Background: an optimization exercise with open tools, aiming at small area, a short achievable clock period and few clock cycles. Do not read the settings as production practice.
Function was checked by simulation only, so behaviour that the tests miss may differ from the original.

## mx_frame_tx
module mx_frame_tx (
    input  wire       clk,
    input  wire       rst,
    input  wire       cmd_valid,
    output wire       cmd_ready,
    input  wire [7:0] cmd_len,
    input  wire       in_valid,
    output wire       in_ready,
    input  wire [7:0] in_data,
    output reg        w_valid,
    input  wire       w_ready,
    output reg  [7:0] w_data,
    output reg        w_last,
    output reg        rej
);
Size: about 1400 cells after synthesis, ~140 flip-flops, roughly 34 I/O pins.
export LEC_CHECK = 0
export ABC_AREA = 1
export CAP_MARGIN = 20
export CORE_MARGIN = 2
export CORE_UTILIZATION = 60
export CTS_BUF_LIST = sky130_fd_sc_hd__clkbuf_8
export CTS_CLUSTER_SIZE = 40
export SETUP_SLACK_MARGIN = 5
export SLEW_MARGIN = 20
create_clock -name core_clock -period 10.0 [get_ports {clk}]
run.sh (not shown) runs the stock make flow with config.mk's settings and CLKGATE_MAP_FILE= SYNTH_SCRIPT=/design/flow/synth_recipe.tcl, a recipe that flattens the netlist after the stock synthesis.
Testbench counts at the start, summed over its fixed seeds: cycles 23,720.
Edit:
==> flow/flow/run.sh (new file) <==
#!/bin/bash
bash standard.sh SETUP_SLACK_MARGIN=6.5 finish > standard.log 2>&1
==> flow/standard.sh (new file) <==
#!/bin/bash
# synth_recipe.tcl (not shown) runs the flow's synth.tcl, then flattens the netlist and writes it again
# the make line also repeats each setting of config.mk as NAME=value (left out here)
make -C /OpenROAD-flow-scripts/flow DESIGN_CONFIG=/design/flow/config.mk WORK_HOME=/design/flow/orfs CLKGATE_MAP_FILE= SYNTH_SCRIPT=/design/flow/synth_recipe.tcl "${@:-finish}"
ABC_AREA = unset   (was 1)
CORE_UTILIZATION = 40   (was 60)
CTS_BUF_LIST = unset   (was sky130_fd_sc_hd__clkbuf_8)
CTS_CLUSTER_SIZE = unset   (was 40)
removed: flow/run.sh
The new run passed the timing, DRC and antenna checks; final cell count decreases by 9.7%; worst setup slack gets better by 440 ps.

========
Another version of the RTL of mx_frame_tx (not shown whole).
Size in the first run: about 1,400 cells after synthesis, roughly 34 I/O pins.
export LEC_CHECK = 0
export ABC_AREA = 1
export CAP_MARGIN = 20
export CORE_MARGIN = 2
export CORE_UTILIZATION = 60
export CTS_BUF_LIST = sky130_fd_sc_hd__clkbuf_8
export CTS_CLUSTER_DIAMETER = 100
export CTS_CLUSTER_SIZE = 50
export SETUP_SLACK_MARGIN = 5
export SLEW_MARGIN = 20
create_clock -name core_clock -period 10.0 [get_ports {clk}]
standard.sh (not shown) runs the stock make flow with config.mk's settings and CLKGATE_MAP_FILE= SYNTH_SCRIPT=/design/flow/synth_recipe.tcl, a recipe that flattens the netlist after the stock synthesis.
==> flow/flow/run.sh <==
#!/bin/bash
bash standard.sh SETUP_SLACK_MARGIN=6 "BUFFER_PORTS_ARGS=-buffer_cell sky130_fd_sc_hd__buf_2" finish > standard.log 2>&1
The baseline finished with timing, DRC and antenna clean.
Testbench counts at the start, summed over its fixed seeds: cycles 23,720.
Rerun with:
==> flow/flow/run.sh (replaced) <==
#!/bin/bash
bash standard.sh SETUP_SLACK_MARGIN=6.5 \
  "BUFFER_PORTS_ARGS=-buffer_cell sky130_fd_sc_hd__buf_2" \
  "CTS_ARGS=-sink_clustering_enable -repair_clock_nets -sink_clustering_size 40 -buf_list sky130_fd_sc_hd__clkbuf_8 -dont_use_dummy_load" \
  finish > standard.log 2>&1
Settings changed: ABC_AREA 1 to not set, CTS_CLUSTER_DIAMETER 100 to not set, CTS_CLUSTER_SIZE 50 to 40.
What happened:
- The changed run passed the timing, DRC and antenna checks
- fmax falls by 1.4%
- global-route usage went down by 2.6 points
- synthesized cell count falls by 26%
- design area fell by 2.7%
- die area came out lower by 6.5%
- utilization went up by 3.4 points
- routed wire length shrinks by 17%
- synthesized area drops by 6.7%
- setup slack gets worse by 0.057 ns
Rerun with:
==> flow/flow/run.sh (replaced) <==
#!/bin/bash
bash standard.sh SETUP_SLACK_MARGIN=6 \
  "BUFFER_PORTS_ARGS=-buffer_cell sky130_fd_sc_hd__buf_2" \
  "CTS_ARGS=-sink_clustering_enable -repair_clock_nets -sink_clustering_size 40 -buf_list sky130_fd_sc_hd__clkbuf_8 -dont_use_dummy_load" \
  finish > standard.log 2>&1
Settings changed: GPL_ROUTABILITY_DRIVEN set to 0.
=> The new run completed without violations. Worst setup slack is about the same. Worst hold slack is worse by 0.011 ns. Global-route usage decreases by 0.65 points. Utilization came out lower by 2.8 points. Cell count fell slightly. Count of clock-buffer cells in the layout stays the same.
Rerun with:
Settings changed: GPL_ROUTABILITY_DRIVEN 0 to not set.
Non-clock buffer count does not change.
Critical path depth stays the same.
Rerun with:
==> flow/flow/run.sh (replaced) <==
#!/bin/bash
bash standard.sh SETUP_SLACK_MARGIN=6 "BUFFER_PORTS_ARGS=-buffer_cell sky130_fd_sc_hd__buf_2" finish > standard.log 2>&1
Settings changed: CORE_UTILIZATION 60 to 75.
Effect: Die area drops by about a fifth; global-route usage climbs by 7.4 points; cell count drops by a few percent; synthesized area stays the same; count of clock-buffer cells in the layout does not change.
Rerun with:
==> flow/flow/run.sh (replaced) <==
#!/bin/bash
bash standard.sh SETUP_SLACK_MARGIN=6 \
  "BUFFER_PORTS_ARGS=-buffer_cell sky130_fd_sc_hd__buf_2" \
  "CTS_ARGS=-sink_clustering_enable -repair_clock_nets -sink_clustering_size 40 -buf_list sky130_fd_sc_hd__clkbuf_8 -dont_use_dummy_load" \
  finish > standard.log 2>&1
Settings changed: ABC_AREA set to 1, CORE_UTILIZATION 75 to 60.
Final area goes up by 4.5%.
Clock-buffer cell count does not change.
Worst hold slack hardly moves.
Worst setup slack gets better by 0.17 ns.

==> static timing again, ports no longer ideal <==
The flow's constraints put no driver on any port. The routed layouts listed below were extracted and timed again, unchanged, in two steps.
Step 1 assumes that a clkbuf_16 drives the clock port and a buf_2 every other input.
Step 2 moves the port delays by t, midway between the first and last clock arrival at a register: inputs arrive t later, outputs are due t later. That takes back most of the time a late clock gives input paths.
Slacks: no drivers / after step 1 / after step 2; pairs: no drivers / after step 1.
run	t, ns	slack for setup (ns)	clock arrival spread, ns	worst register clock-pin slew, ns	cell pins on the clock port's net
the first run of note 1	0.481	5.496 / 5.453 / 5.187	0.015 / 0.014	0.09 / 0.09	1
the second run of note 1	0.455	5.938 / 5.938 / 5.938	0.009 / 0.009	0.06 / 0.06	1
the first run of note 2	0.491	6.072 / 6.072 / 5.795	0.018 / 0.018	0.09 / 0.09	1
the second run of note 2	0.470	6.015 / 6.015 / 5.974	0.026 / 0.026	0.08 / 0.08	1
the third run of note 2	0.480	6.012 / 6.012 / 5.643	0.022 / 0.022	0.08 / 0.08	1
the fourth run of note 2	0.480	6.012 / 6.012 / 5.643	0.022 / 0.022	0.08 / 0.08	1
the fifth run of note 2	0.498	5.917 / 5.917 / 5.610	0.011 / 0.011	0.09 / 0.09	1
the sixth run of note 2	0.472	6.091 / 6.091 / 5.771	0.039 / 0.039	0.09 / 0.09	1
After both steps every run listed still meets setup and hold.
